Source: an optimization exercise on an open RTL-to-GDS flow (aim: small area, a short achievable clock period and few clock cycles). Production flows keep margins and buffers that such runs may drop.
Function was not checked in any run shown here: the RTL went through the layout flow alone.
Power and IR drop assume default switching activity.

<file path="flow/config.mk">
export PLATFORM = sky130hd
export DESIGN_NAME = crcarc
export DESIGN_NICKNAME = crcarc
export VERILOG_FILES = /design/flow/design.v
export SDC_FILE = /design/flow/constraint.sdc
export NUM_CORES = 4
export LEC_CHECK = 0
export ABC_AREA = 1
export CAP_MARGIN = 20
export CORE_MARGIN = 2
export CORE_UTILIZATION = 60
export CTS_BUF_LIST = sky130_fd_sc_hd__clkbuf_8
export CTS_CLUSTER_SIZE = 30
export SETUP_SLACK_MARGIN = 2.7
export SLEW_MARGIN = 20
</file>
<file path="flow/constraint.sdc">
create_clock -name core_clock -period 5.0 [get_ports {clk}]
set_input_delay 1.0000 -clock core_clock [delete_from_list [all_inputs] [get_ports {clk}]]
set_output_delay 1.0000 -clock core_clock [all_outputs]
set_load 0.01 [all_outputs]
</file>
<file path="flow/design.v">
module crcarc (
    input  wire        clk,
    input  wire        rst,         
    input  wire        cmd_valid,
    output wire        cmd_ready,
    input  wire [11:0] cmd,
    output reg         rsp_valid,
    output reg  [31:0] rsp
);
    localparam [3:0] OP_NOP       = 4'h0;
    localparam [3:0] OP_CRC_CLR   = 4'h1;
    localparam [3:0] OP_CRC_BYTE  = 4'h2;
    localparam [3:0] OP_DEC_START = 4'h3;
    localparam [3:0] OP_DEC_CHAR  = 4'h4;
    localparam [3:0] OP_HEX_START = 4'h5;
    localparam [3:0] OP_HEX_CHAR  = 4'h6;
    localparam [3:0] OP_HEX_CHECK = 4'h7;
    localparam [3:0] OP_RD        = 4'h8;
    localparam [2:0] D_IDLE  = 3'd0;
    localparam [2:0] D_RUN   = 3'd3;
    localparam [2:0] D_DONE  = 3'd4;
    localparam [2:0] D_DIGIT = 3'd1;
    localparam [2:0] D_POINT = 3'd2;
    localparam [2:0] D_CFG   = 3'd5;
    localparam [2:0] D_SEQ   = 3'd6;
    localparam [2:0] H_IDLE  = 3'd0;
    localparam [2:0] H_RUN   = 3'd1;
    localparam [2:0] H_DONE  = 3'd2;
    localparam [2:0] H_HEX   = 3'd3;
    localparam [2:0] H_LEN   = 3'd4;
    localparam [2:0] H_SEQ   = 3'd6;
    reg [15:0] crc;
    reg [14:0] acc_lo;
    reg [14:0] acc_hi;
    reg [3:0]  acc_c;       
    reg        acc_p;       
    reg [3:0]  digits;
    reg [3:0]  decimals;
    reg [3:0]  dpos;
    reg [2:0]  dcode;
    reg [15:0] hexv;
    reg [2:0]  hcnt;
    reg [2:0]  hcode;
    reg [15:0] calc;        
    reg        calc_v;
    reg        match;
    reg        ill;
    reg [11:0] cq;
    reg [2:0]  dq_lo;
    reg        dq_ci;
    assign cmd_ready = 1'b1;
    wire [3:0] op  = cq[11:8];
    wire [7:0] arg = cq[7:0];
    reg [15:0] crc_next_byte;
    integer    i;
    always @(*) begin
        crc_next_byte = crc ^ {8'h00, arg};
        for (i = 0; i < 8; i = i + 1) begin
            if (crc_next_byte[0])
                crc_next_byte = (crc_next_byte >> 1) ^ 16'hA001;
            else
                crc_next_byte = crc_next_byte >> 1;
        end
    end
    wire       arg_is_digit = (arg[7:4] == 4'h3) && !(arg[3] && (arg[2] || arg[1]));
    wire       arg_is_point = (arg == 8'h2E);
    reg        cfg_legal;
    always @(*) begin
        case (arg[7:4])
            4'd1:    cfg_legal = (arg[3:0] <= 4'd8);
            4'd2:    cfg_legal = (arg[3:0] <= 4'd7);
            4'd3:    cfg_legal = (arg[3:0] <= 4'd6);
            4'd4:    cfg_legal = (arg[3:0] <= 4'd5);
            4'd5:    cfg_legal = (arg[3:0] <= 4'd4);
            4'd6:    cfg_legal = (arg[3:0] <= 4'd3);
            4'd7:    cfg_legal = (arg[3:0] <= 4'd2);
            4'd8:    cfg_legal = (arg[3:0] <= 4'd1);
            4'd9:    cfg_legal = (arg[3:0] == 4'd0);
            default: cfg_legal = 1'b0;
        endcase
    end
    wire       at_point     = (decimals != 4'd0) && (dpos == digits);
    wire       dec_last     = (decimals == 4'd0) ? (dpos + 4'd1 == digits)
                                                 : ({1'b0, dpos} == {1'b0, digits} + {1'b0, decimals});
    wire [3:0]  dig         = arg[3:0];
    wire [18:0] lo_next     = {1'b0, acc_lo, dq_lo}
                            + {3'b000, acc_lo, dig[3]}
                            + {18'd0, dq_ci};
    wire [14:0] hi_next     = {acc_hi[11:0], (acc_c[3] ? 3'd7 : acc_c[2:0])}
                            + {acc_hi[13:0], acc_c[3]}
                            + {14'd0, acc_c[3] & acc_c[0]};
    wire [29:0] acc         = {acc_hi, acc_lo};
    wire [1:0] dstate = (dcode == D_IDLE) ? 2'd0 :
                        (dcode == D_RUN)  ? 2'd1 :
                        (dcode == D_DONE) ? 2'd2 : 2'd3;
    wire [3:0] derrc  = (dstate == 2'd3) ? {1'b0, dcode} : 4'd0;
    wire       d_run  = (dcode == D_RUN);
    wire       d_err  = (dstate == 2'd3);
    wire       arg_is_alpha = (arg[7:6] == 2'b01) && (arg[4:3] == 2'b00)
                              && (arg[2:0] != 3'd0) && (arg[2:0] != 3'd7);
    wire       arg_is_hex   = arg_is_digit || arg_is_alpha;
    wire [3:0] hex_val      = arg[6] ? {1'b1, (arg[2:0] == 3'd1 || arg[2:0] == 3'd2) ? 1'b0 : 1'b1,
                                        (arg[2:0] == 3'd3 || arg[2:0] == 3'd4) ? 1'b0 : 1'b1, ~arg[0]}
                                     : arg[3:0];
    wire       h_err  = hcode[2] | (hcode[1] & hcode[0]);
    wire [1:0] hstate = h_err ? 2'd3 : hcode[1:0];
    wire [3:0] herrc  = h_err ? {1'b0, hcode} : 4'd0;
    wire       h_run  = (hcode == H_RUN);
    wire [31:0] status = {decimals, digits, 1'b0, hcnt, dpos, herrc, derrc,
                          2'b00, ill, match, hstate, dstate};
    reg  [31:0] rsp_word;
    always @(*) begin
        case (arg)
            8'h00:   rsp_word = {16'd0, crc};
            8'h01:   rsp_word = {2'd0, acc_p ? hi_next : acc_hi, acc_lo};
            8'h02:   rsp_word = {16'd0, hexv};
            8'h03:   rsp_word = calc_v ? {16'd0, calc} : 32'd0;
            8'h04:   rsp_word = status;
            default: rsp_word = 32'd0;
        endcase
    end
    always @(posedge clk) begin
        cq[7:0] <= cmd[7:0];
        dq_lo   <= cmd[3] ? 3'd7 : cmd[2:0];
        dq_ci   <= cmd[3] & cmd[0];
        rsp     <= rsp_word;      
        if (op == OP_HEX_CHECK && h_run && hcnt == 3'd4)
            calc <= crc;          
        if (rst) begin
            cq[11:8]  <= OP_NOP;
            crc       <= 16'd0;
            acc_lo    <= 15'd0;
            acc_hi    <= 15'd0;
            acc_c     <= 4'd0;
            acc_p     <= 1'b0;
            digits    <= 4'd0;
            decimals  <= 4'd0;
            dpos      <= 4'd0;
            dcode     <= D_IDLE;
            hexv      <= 16'd0;
            hcnt      <= 3'd0;
            hcode     <= H_IDLE;
            calc_v    <= 1'b0;
            match     <= 1'b0;
            ill       <= 1'b0;
            rsp_valid <= 1'b0;
        end else begin
            cq[11:8]  <= cmd_valid ? cmd[11:8] : OP_NOP;
            rsp_valid <= 1'b0;
            acc_p     <= 1'b0;
            if (acc_p)
                acc_hi <= hi_next;
            begin
                case (op)
                    OP_NOP: ;
                    OP_CRC_CLR:  crc <= 16'd0;
                    OP_CRC_BYTE: crc <= crc_next_byte;
                    OP_DEC_START: begin
                        digits   <= arg[7:4];
                        decimals <= arg[3:0];
                        acc_lo   <= 15'd0;
                        acc_hi   <= 15'd0;
                        acc_p    <= 1'b0;
                        dpos     <= 4'd0;
                        dcode    <= cfg_legal ? D_RUN : D_CFG;
                    end
                    OP_DEC_CHAR: begin
                        if (d_run) begin
                            if (at_point) begin
                                if (arg_is_point)
                                    dpos <= dpos + 4'd1;
                                else
                                    dcode <= D_POINT;
                            end else if (arg_is_digit) begin
                                acc_lo <= lo_next[14:0];
                                acc_c  <= lo_next[18:15];
                                acc_p  <= 1'b1;
                                dpos <= dpos + 4'd1;
                                if (dec_last)
                                    dcode <= D_DONE;
                            end else
                                dcode <= D_DIGIT;
                        end else if (!d_err)
                            dcode <= D_SEQ;
                    end
                    OP_HEX_START: begin
                        hexv  <= 16'd0;
                        hcnt  <= 3'd0;
                        calc_v <= 1'b0;
                        match <= 1'b0;
                        hcode <= H_RUN;
                    end
                    OP_HEX_CHAR: begin
                        if (h_run) begin
                            if (!arg_is_hex)
                                hcode <= H_HEX;
                            else if (hcnt == 3'd4)
                                hcode <= H_LEN;
                            else begin
                                hexv <= {hexv[11:0], hex_val};
                                hcnt <= hcnt + 3'd1;
                            end
                        end else if (!h_err)
                            hcode <= H_SEQ;
                    end
                    OP_HEX_CHECK: begin
                        if (h_run) begin
                            if (hcnt == 3'd4) begin
                                calc_v <= 1'b1;
                                match <= (hexv == crc);
                                hcode <= H_DONE;
                            end else
                                hcode <= H_LEN;
                        end else if (!h_err)
                            hcode <= H_SEQ;
                    end
                    OP_RD: begin
                        rsp_valid <= 1'b1;
                        if (arg > 8'h04)
                            ill <= 1'b1;
                    end
                    default: ill <= 1'b1;    
                endcase
            end
        end
    end
endmodule
</file>
<file path="flow/flow/run.sh">
#!/bin/bash
# The standard layout (standard.sh, with the standard flow's synthesis unchanged), with
# two changes to how it is made:
#  - the port buffers are sky130_fd_sc_hd__buf_1 cells (every input and
#    output port still gets its own buffer; the resizer sizes them later);
#  - clock tree synthesis inserts no dummy load cells.
# Each tool's full output stays in orfs/logs; make's own output goes to
# standard.log in this folder.
set -euo pipefail
export BUFFER_PORTS_ARGS="-buffer_cell sky130_fd_sc_hd__buf_1"
export CTS_ARGS="-sink_clustering_enable -repair_clock_nets -sink_clustering_size 30 -buf_list sky130_fd_sc_hd__clkbuf_8 -dont_use_dummy_load"
bash standard.sh > standard.log 2>&1
</file>
<file path="flow/standard.sh">
#!/bin/bash
# synth_recipe.tcl (not shown) runs the flow's synth.tcl, then flattens the netlist and writes it again
# the make line also repeats each setting of config.mk as NAME=value (left out here)
make -C /OpenROAD-flow-scripts/flow DESIGN_CONFIG=/design/flow/config.mk WORK_HOME=/design/flow/orfs CLKGATE_MAP_FILE= SYNTH_SCRIPT=/design/flow/synth_recipe.tcl "${@:-finish}"
</file>
==> results of run 1 <==
-- power by group --
part / switching (mW) / internal [mW] / leakage (nW)
Combinational: 0.107 / 0.0514 / 2.36
Clock: 0.406 / 0.299 / 0.122
Sequential: 0.0221 / 1.28 / 1.29
-- cell type report --
type	instances	area [um^2]
tap	180	225
sequential	156	3300
fill	1242	4630
inverter	130	495
timing repair buffer	69	343
clock buffer	17	234
multi-input combinational	805	4660
-- sequential cells by signal, indices dropped and copies added (netlist names), 3 cells and up --
name,count
acc_c,4
rsp,32
dcode,3
calc,16
acc_lo,15
hexv,16
dq_lo,3
digits,4
crc,16
hcode,3
decimals,4
acc_hi,15
cq,12
hcnt,3
dpos,4
-- final timing paths --
path / start / end / slack (ns)
setup / recovery: cq[4] / rsp[8] / 2.81
setup reg to reg: cq[4] / rsp[8] / 2.81
hold reg to reg: calc[7] / rsp[7] / 0.46
hold / removal: calc[7] / rsp[7] / 0.46
-- stage by stage --
stage	area (um^2)	power, mW	hold slack, ns
2_1_floorplan	8520	1.44	0.407
3_3_place_gp	8760	1.48	0.446
3_5_place_dp	8760	1.48	0.450
4_1_cts	9080	2.16	0.466
5_1_grt	9250	2.24	0.502
6_report	9250	2.16	0.464
-- cells in the mapped netlist, drive strengths merged (19+ instances only) --
master	count	area [um^2]
ha	36	450
xnor2	29	254
dfxtp	140	2800
xor2	20	183
nand2	266	1050
inv	130	488
buf	19	138
a21oi	116	588
nand3	71	408
o21ai	62	318
nor2	80	328
-- worst min-delay path: cells and delay by family, from the launching register on --
kind,cells,cell delay [ns]
DFF,1,0.32
and+or+nand+nor,2,0.11
-- per-layer routing --
layer  track usage  vias to the layer above  routed length (um)
li1              -                     3857                   -
met1         0.426                     3549               10800
met2         0.472                      261               10100
met3        0.0470                       54                1220
met4         0.107                        0                 690
met5             0                        -                   0
-- timing repair --
action	4_1_cts	5_1_grt
gates cloned	0	1
setup endpoints to repair	44	60
pin swaps	3	8
resized for setup	9	28
setup buffers	9	8
-- cells by family after synthesis --
group,share of synthesized area
simple gates,0.243
compound gates,0.177
buf+inv,0.0809
flops,0.386
xor+xnor,0.0513
fa+ha+maj,0.0600
other cells,0.000441
mux,0.00118
==> results.json, run 1 <==
{
  "layout-drive-gt1-share": 0.115,
  "grt_overflow": 0,
  "layout_common_cells": "nand2_1, dfxtp_1, inv_1, a21oi_1, nor2_1",
  "hold_viol": 0,
  "antenna_found_initial": 0,
  "num_io_pins": 49,
  "rr_worst_depth": 9,
  "setup_viol": 0,
  "fin_util": 0.667,
  "die_h_um": 123,
  "hold_depth": 2,
  "final_common_cell": "nand2_1",
  "hpwlAfterDp_um": 16500,
  "first_pass_iters": 6,
  "crit_arrival_ns": 2.50,
  "crit_required_ns": 5.30,
  "grt_use_total": 0.302,
  "cp_max_fo": 17,
  "yosysSeqAreaShare": 0.386,
  "crit_family": "compound AO/OA/AOI/OAI gates",
  "p_leak_nw": 3.77,
  "route.detailed.drc": 0,
  "synthFlopType": "dfxtp_1",
  "synth_nets": 1179,
  "vias": 7721,
  "cts_buffers": 17,
  "critical_path.max_stage_delay_ns": 0.48,
  "crit_type": "flop to flop",
  "synth_edf_count": 16,
  "post-place-ws_ns": 2.40,
  "syn_area_per_cell_um2": 7.57,
  "synthesis.area_um2": 8510,
  "io_buffers": 47,
  "grt_pass1_vias": 6793,
  "grt_max_degree": 61,
  "path_depth": 9,
  "clock_skew_ns": 0.0408,
  "clock_sinks": 156,
  "endpoint_kind": "flop",
  "grt_pass1_wl_um": 34900,
  "gp_congestion": 0.943,
  "path_buf_inv": 3,
  "syn2layout_area_growth_pct": 8.73,
  "initialDrtViolationCount": 531,
  "rsz0062_at_grt": "true",
  "stdcell_count": 1357,
  "root_buffer": "clkbuf_8",
  "crit_top_cell": "nand2_1",
  "relSlewSlack": 0.469,
  "die_area_um2": 15200,
  "core_area_um2": 13900,
  "ys_async_sr_fraction": 0,
  "avgViaCountPerCell": 5.69,
  "critPathLaunchType": "flop",
  "synth_cells": 1125,
  "cts_max_path_buffers": 2,
  "clk_latency_ns": 0.48,
  "cts_hold_buf": 0,
  "status": "timing/DRC/antenna clean",
  "critPathSlowestCell": "dfxtp_1",
  "ys_seq_elements": 156,
  "slew_violations": 0,
  "routedWlPerCell_um": 16.8,
  "finalSetupTns_ns": 0,
  "worst_pin_slew_ns": 0.797,
  "yosys_warnings": 1,
  "min_period_over_period": 0.439,
  "fmax_ghz": 0.456,
  "num-nets-final": 1233,
  "rows": 43,
  "hold_path.class": "flop to flop",
  "synth_cell_types": 52,
  "start_util": 0.613,
  "wl_um": 22800,
  "ant_nets": 0,
  "fin_crit_ns": 2.19,
  "num_antenna_cells": 0,
  "cts_htree_levels": 4,
  "ir_drop_v": 0.000147,
  "path_clk_slew_ns": 0.08,
  "numPlacedInstances": 1322,
  "maxCapViolCount": 0,
  "power.density_nw_per_um2": 234,
  "setup_ws_ns": 2.81,
  "die_w_um": 123,
  "cts_tree": "done",
  "path_cells": "inv_2 > nand2_1 > nor2_1 > nand2_1 > inv_1 > nand2_4 > clkinvlp_4 > a221oi_1 > o21ai_0"
}
==> inputs of run 2 (changes only) <==
--- a/flow/design.v
+++ b/flow/design.v
@@ -6,5 +6,5 @@
     input  wire [11:0] cmd,
     output reg         rsp_valid,
-    output reg  [31:0] rsp
+    output wire [31:0] rsp
 );
     localparam [3:0] OP_NOP       = 4'h0;
@@ -42,11 +42,9 @@
     reg [2:0]  hcnt;
     reg [2:0]  hcode;
-    reg [15:0] calc;        
-    reg        calc_v;
+    reg [15:0] calc;
     reg        match;
     reg        ill;
     reg [11:0] cq;
-    reg [2:0]  dq_lo;
-    reg        dq_ci;
+    reg [4:0]  rsel;
     assign cmd_ready = 1'b1;
     wire [3:0] op  = cq[11:8];
@@ -83,11 +81,31 @@
     wire       dec_last     = (decimals == 4'd0) ? (dpos + 4'd1 == digits)
                                                  : ({1'b0, dpos} == {1'b0, digits} + {1'b0, decimals});
+    function automatic [18:0] add19(input [18:0] a, input [18:0] b, input ci);
+        reg [18:0] p, g, pp, gg;
+        integer l, k, j;
+        begin
+            p = a ^ b;
+            g = a & b;
+            g[0] = g[0] | (p[0] & ci);
+            pp = p;
+            gg = g;
+            for (l = 0; l < 5; l = l + 1)
+                for (k = 0; k < 19; k = k + 1)
+                    if ((k >> l) & 1) begin
+                        j = ((k >> l) << l) - 1;
+                        gg[k] = gg[k] | (pp[k] & gg[j]);
+                        pp[k] = pp[k] & pp[j];
+                    end
+            add19 = p ^ {gg[17:0], ci};
+        end
+    endfunction
     wire [3:0]  dig         = arg[3:0];
-    wire [18:0] lo_next     = {1'b0, acc_lo, dq_lo}
-                            + {3'b000, acc_lo, dig[3]}
-                            + {18'd0, dq_ci};
-    wire [14:0] hi_next     = {acc_hi[11:0], (acc_c[3] ? 3'd7 : acc_c[2:0])}
-                            + {acc_hi[13:0], acc_c[3]}
-                            + {14'd0, acc_c[3] & acc_c[0]};
+    wire [18:0] lo_next     = add19({1'b0, acc_lo, (dig[3] ? 3'd7 : dig[2:0])},
+                                    {3'b000, acc_lo, dig[3]},
+                                    dig[3] & dig[0]);
+    wire [18:0] hi_sum      = add19({4'd0, acc_hi[11:0], (acc_c[3] ? 3'd7 : acc_c[2:0])},
+                                    {4'd0, acc_hi[13:0], acc_c[3]},
+                                    acc_c[3] & acc_c[0]);
+    wire [14:0] hi_next     = hi_sum[14:0];
     wire [29:0] acc         = {acc_hi, acc_lo};
     wire [1:0] dstate = (dcode == D_IDLE) ? 2'd0 :
@@ -109,22 +127,19 @@
     wire [31:0] status = {decimals, digits, 1'b0, hcnt, dpos, herrc, derrc,
                           2'b00, ill, match, hstate, dstate};
-    reg  [31:0] rsp_word;
-    always @(*) begin
-        case (arg)
-            8'h00:   rsp_word = {16'd0, crc};
-            8'h01:   rsp_word = {2'd0, acc_p ? hi_next : acc_hi, acc_lo};
-            8'h02:   rsp_word = {16'd0, hexv};
-            8'h03:   rsp_word = calc_v ? {16'd0, calc} : 32'd0;
-            8'h04:   rsp_word = status;
-            default: rsp_word = 32'd0;
-        endcase
-    end
+    assign rsp = ({32{rsel[0]}} & {16'd0, crc})
+               | ({32{rsel[1]}} & {2'd0, acc})
+               | ({32{rsel[2]}} & {16'd0, hexv})
+               | ({32{rsel[3]}} & {16'd0, calc})
+               | ({32{rsel[4]}} & status);
     always @(posedge clk) begin
         cq[7:0] <= cmd[7:0];
-        dq_lo   <= cmd[3] ? 3'd7 : cmd[2:0];
-        dq_ci   <= cmd[3] & cmd[0];
-        rsp     <= rsp_word;      
-        if (op == OP_HEX_CHECK && h_run && hcnt == 3'd4)
-            calc <= crc;          
+        rsel    <= 5'd0;
+        if (op == OP_RD && arg[7:3] == 5'd0) begin
+            rsel[0] <= (arg[2:0] == 3'd0);
+            rsel[1] <= (arg[2:0] == 3'd1);
+            rsel[2] <= (arg[2:0] == 3'd2);
+            rsel[3] <= (arg[2:0] == 3'd3);
+            rsel[4] <= (arg[2:0] == 3'd4);
+        end
         if (rst) begin
             cq[11:8]  <= OP_NOP;
@@ -141,5 +156,5 @@
             hcnt      <= 3'd0;
             hcode     <= H_IDLE;
-            calc_v    <= 1'b0;
+            calc      <= 16'd0;
             match     <= 1'b0;
             ill       <= 1'b0;
@@ -187,5 +202,5 @@
                         hexv  <= 16'd0;
                         hcnt  <= 3'd0;
-                        calc_v <= 1'b0;
+                        calc  <= 16'd0;
                         match <= 1'b0;
                         hcode <= H_RUN;
@@ -207,5 +222,5 @@
                         if (h_run) begin
                             if (hcnt == 3'd4) begin
-                                calc_v <= 1'b1;
+                                calc  <= crc;
                                 match <= (hexv == crc);
                                 hcode <= H_DONE;
==> flow/run.sh (new file) <==
#!/bin/bash
# synth_recipe.tcl (not shown) runs the flow's synth.tcl, then flattens the netlist and writes it again
# the make line also repeats each setting of config.mk as NAME=value (left out here)
make -C /OpenROAD-flow-scripts/flow DESIGN_CONFIG=/design/flow/config.mk WORK_HOME=/design/flow/orfs CLKGATE_MAP_FILE= SYNTH_SCRIPT=/design/flow/synth_recipe.tcl finish
--- a/flow/config.mk
+++ b/flow/config.mk
@@ -6,5 +6,4 @@
 export NUM_CORES = 4
 export LEC_CHECK = 0
-export ABC_AREA = 1
 export CAP_MARGIN = 20
 export CORE_MARGIN = 2
removed: flow/flow/run.sh
removed: flow/standard.sh
==> run 2 against run 1 <==
Effect of this change: still clean; sequential power down 22%; synthesized cell count decreased by 25%; worst hold slack got worse by 0.010 ns; total power is 4.4% lower; non-clock buffer count is 46 higher; fmax down 26%; via count is 9.3% lower; clock-buffer cell count rose by 1; die area fell by 16%; sequential cell count fell by 32; routed wire length fell by 2.0%; largest cell class unchanged.
==> results.json, run 2 <==
{
  "fin_hold_ws_ns": 0.454,
  "grt_max_degree": 51,
  "synth_area_leaders": "dfxtp_1, ha_1, xnor2_1, a22oi_1, a21oi_1",
  "ir_drop_v": 0.000284,
  "clock_skew_ns": 0.00882,
  "finalSetupTns_ns": 0,
  "num-nets-final": 980,
  "setup_ws_ns": 2.03,
  "min_period_over_period": 0.595,
  "synth_nets": 900,
  "synth_edf_count": 0,
  "initialDrtViolationCount": 909,
  "clock_sinks": 124,
  "met3_wirelength_um": 2210,
  "power.density_nw_per_um2": 229,
  "reg.largest.list": "calc: 16 flops, crc: 16 flops, hexv: 16 flops",
  "yosysSeqAreaShare": 0.351,
  "worst_pin_slew_ns": 0.832,
  "die_w_um": 113,
  "status": "timing/DRC/antenna clean",
  "synthesis.area_um2": 7080,
  "ant_nets": 0,
  "hold_path.class": "flop to flop",
  "num_io_pins": 49,
  "antenna_found_initial": 0,
  "route.detailed.drc": 0,
  "top_layer": "met4",
  "hold_viol": 0,
  "hpwlAfterDp_um": 13500,
  "gp_congestion": 0.888,
  "synth_commonest_cells": "dfxtp_1, nand2_1, nor2_1",
  "io_buffers": 47,
  "crit_arrival_ns": 3.35,
  "wl_um": 22300,
  "die_h_um": 113,
  "critPathLaunchType": "flop",
  "crit_required_ns": 5.37,
  "post-place-ws_ns": 1.70,
  "cts_tree": "done",
  "fin_crit_ns": 2.97,
  "yosys_warnings": 1,
  "layout-drive-gt1-share": 0.289,
  "routedWlPerCell_um": 20.8,
  "relSlewSlack": 0.445,
  "synth_top_area_frac": 0.351,
  "synthFlopType": "dfxtp_1",
  "stdcell_count": 1075,
  "synth_cell_types": 68,
  "grt_overflow": 0,
  "yosysMostFrequentCell": "dfxtp_1",
  "rows": 39,
  "cp_max_fo": 3,
  "wl_met1_um": 8750,
  "numPlacedInstances": 979,
  "die_area_um2": 12700,
  "endpoint_kind": "flop",
  "maxCapViolCount": 0,
  "power.total_mw": 2.07,
  "clk_latency_ns": 0.45,
  "rsz0062_at_grt": "true",
  "p_leak_nw": 3.55,
  "setup_viol": 0,
  "fmax_ghz": 0.336,
  "synth_cells": 840,
  "crit_type": "flop to flop",
  "ys_async_sr_fraction": 0,
  "start_util": 0.617,
  "grt_use_total": 0.331,
  "cts_buffers": 17,
  "final_common_cell": "dfxtp_1",
  "vias": 7001,
  "first_pass_iters": 5,
  "grt_pass1_vias": 6479,
  "wl_met2_um": 10800,
  "cts_hold_buf": 0,
  "syn2layout_area_growth_pct": 27.7,
  "avgViaCountPerCell": 6.51,
  "cts_max_path_buffers": 2,
  "core_area_um2": 11500,
  "slew_violations": 0,
  "layout_common_cells": "dfxtp_1, nand2_1, nor2_1, a21oi_1, xnor2_1",
  "grt_pass1_wl_um": 33100,
  "root_buffer": "clkbuf_8",
  "num_antenna_cells": 0,
  "syn_area_per_cell_um2": 8.42,
  "cts_htree_levels": 4,
  "ys_seq_elements": 124,
  "synth_top_cell_by_area": "dfxtp_1",
  "path_clk_slew_ns": 0.08
}
run 2: cell count changes after synthesis, moves of 12 or more:
| cell | change |
|---|---|
| edfxtp_1 | -16 |
| xnor2_1 | +21 |
| dfxtp_1 | -16 |
| inv_1 | -98 |
| nand2_1 | -176 |
| a22oi_1 | +42 |
| a22o_1 | +16 |
| clkbuf_1 | +29 |
| nand2b_1 | +13 |
| o21ai_0 | -23 |
| a21oi_1 | -46 |
| nand3_1 | -15 |
| a211oi_2 | -12 |
run 2: cell type report:
type                            instances  area, um^2
Fill cell                             756        2430
Sequential cell                       124        2550
Clock buffer                           18         248
Timing Repair Buffer                  115        1050
Clock inverter                         13         144
Tap cell                              143         179
Multi-Input combinational cell        639        4780
Inverter                               23        87.6
run 2: repair_timing:
action	in CTS	in global routing
endpoints found under the setup margin	93	92
gates resized for setup	204	104
hold endpoints to repair	0	0
pin swaps	38	52
buffers inserted	38	24
gates cloned	2	1
run 2: through the flow:
step	util	cell area [um^2]
detailed placement	0.660	7570
global route	0.788	9040
CTS	0.737	8450
floorplan	-	7150
finish	0.788	9040
global placement	0.660	7570
run 2: power breakdown:
group / total [mW] / internal [mW] / leakage (nW) / switching (mW)
combinational: 0.155 / 0.0717 / 2.34 / 0.0832
sequential: 1.02 / 0.994 / 1.02 / 0.0298
clock: 0.886 / 0.455 / 0.188 / 0.431
run 2: critical path, stage by stage (launching register included):
cell and delay (ns):
dfxtp_4 0.36, and2_4 0.16, ha_4 0.14, or2_4 0.23, fa_2 0.38, a21oi_2 0.19, nand4b_1 0.21, a311oi_2 0.15
a31oi_2 0.27, a21oi_2 0.08, or2_4 0.26, ha_4 0.16, xnor2_2 0.13, a211oi_2 0.17
run 2: per-layer routing:
metal	global-route usage	vias up
met4	0.118	0
met3	0.0772	72
met2	0.521	430
li1	-	3156
met1	0.445	3343
met5	0	-
run 2: path summary, 6_finish.rpt:
path	from	to	slack, ns	depth (start not counted)
setup / recovery	cq[0]	acc_c[2]	2.03	13
hold / removal	calc[15]	calc[15]	0.45	2
setup reg to reg	cq[0]	acc_c[2]	2.03	13
hold reg to reg	calc[15]	calc[15]	0.45	2
run 2: cells by family after synthesis:
family,Yosys count,share of synthesized area
DFF,124,0.351
muxes,8,0.0113
xor gates and xnor gates,78,0.0965
AOI/OAI and AO/OA,222,0.210
buffers and inverters,78,0.0447
and+or+nand+nor,284,0.198
adders and majority gates,45,0.0880
other,1,0.000530

==> afterwards: timing with drivers on the ports <==
No port has a modelled driver above. Below, the same layouts with a new extraction and two added sets of constraints.
Step 1 assumes that a clkbuf_16 drives the clock port and a buf_2 every other input.
Step 2, shift: input delay + t, output delay - t, t = (earliest + latest rising clock arrival at the registers) / 2. This alone moves slack from input paths to output paths.
Three values: ideal, step 1, step 2; two values: the first two.
| run | t (ns) | slack for setup (ns) | hold slack, ns | worst register clock-pin slew, ns |
|---|---|---|---|---|
| run 1 | 0.497 | 2.807 / 2.807 / 2.516 | 0.464 / 0.464 / 0.464 | 0.09 / 0.09 |
| run 2 | 0.485 | 2.026 / 2.026 / 2.026 | 0.454 / 0.454 / 0.454 | 0.08 / 0.08 |
After both steps setup and hold are still met in every run listed. The setup slack of run 1, which loses most, moves by 0.000 ns with the drivers and by -0.291 ns with both steps.
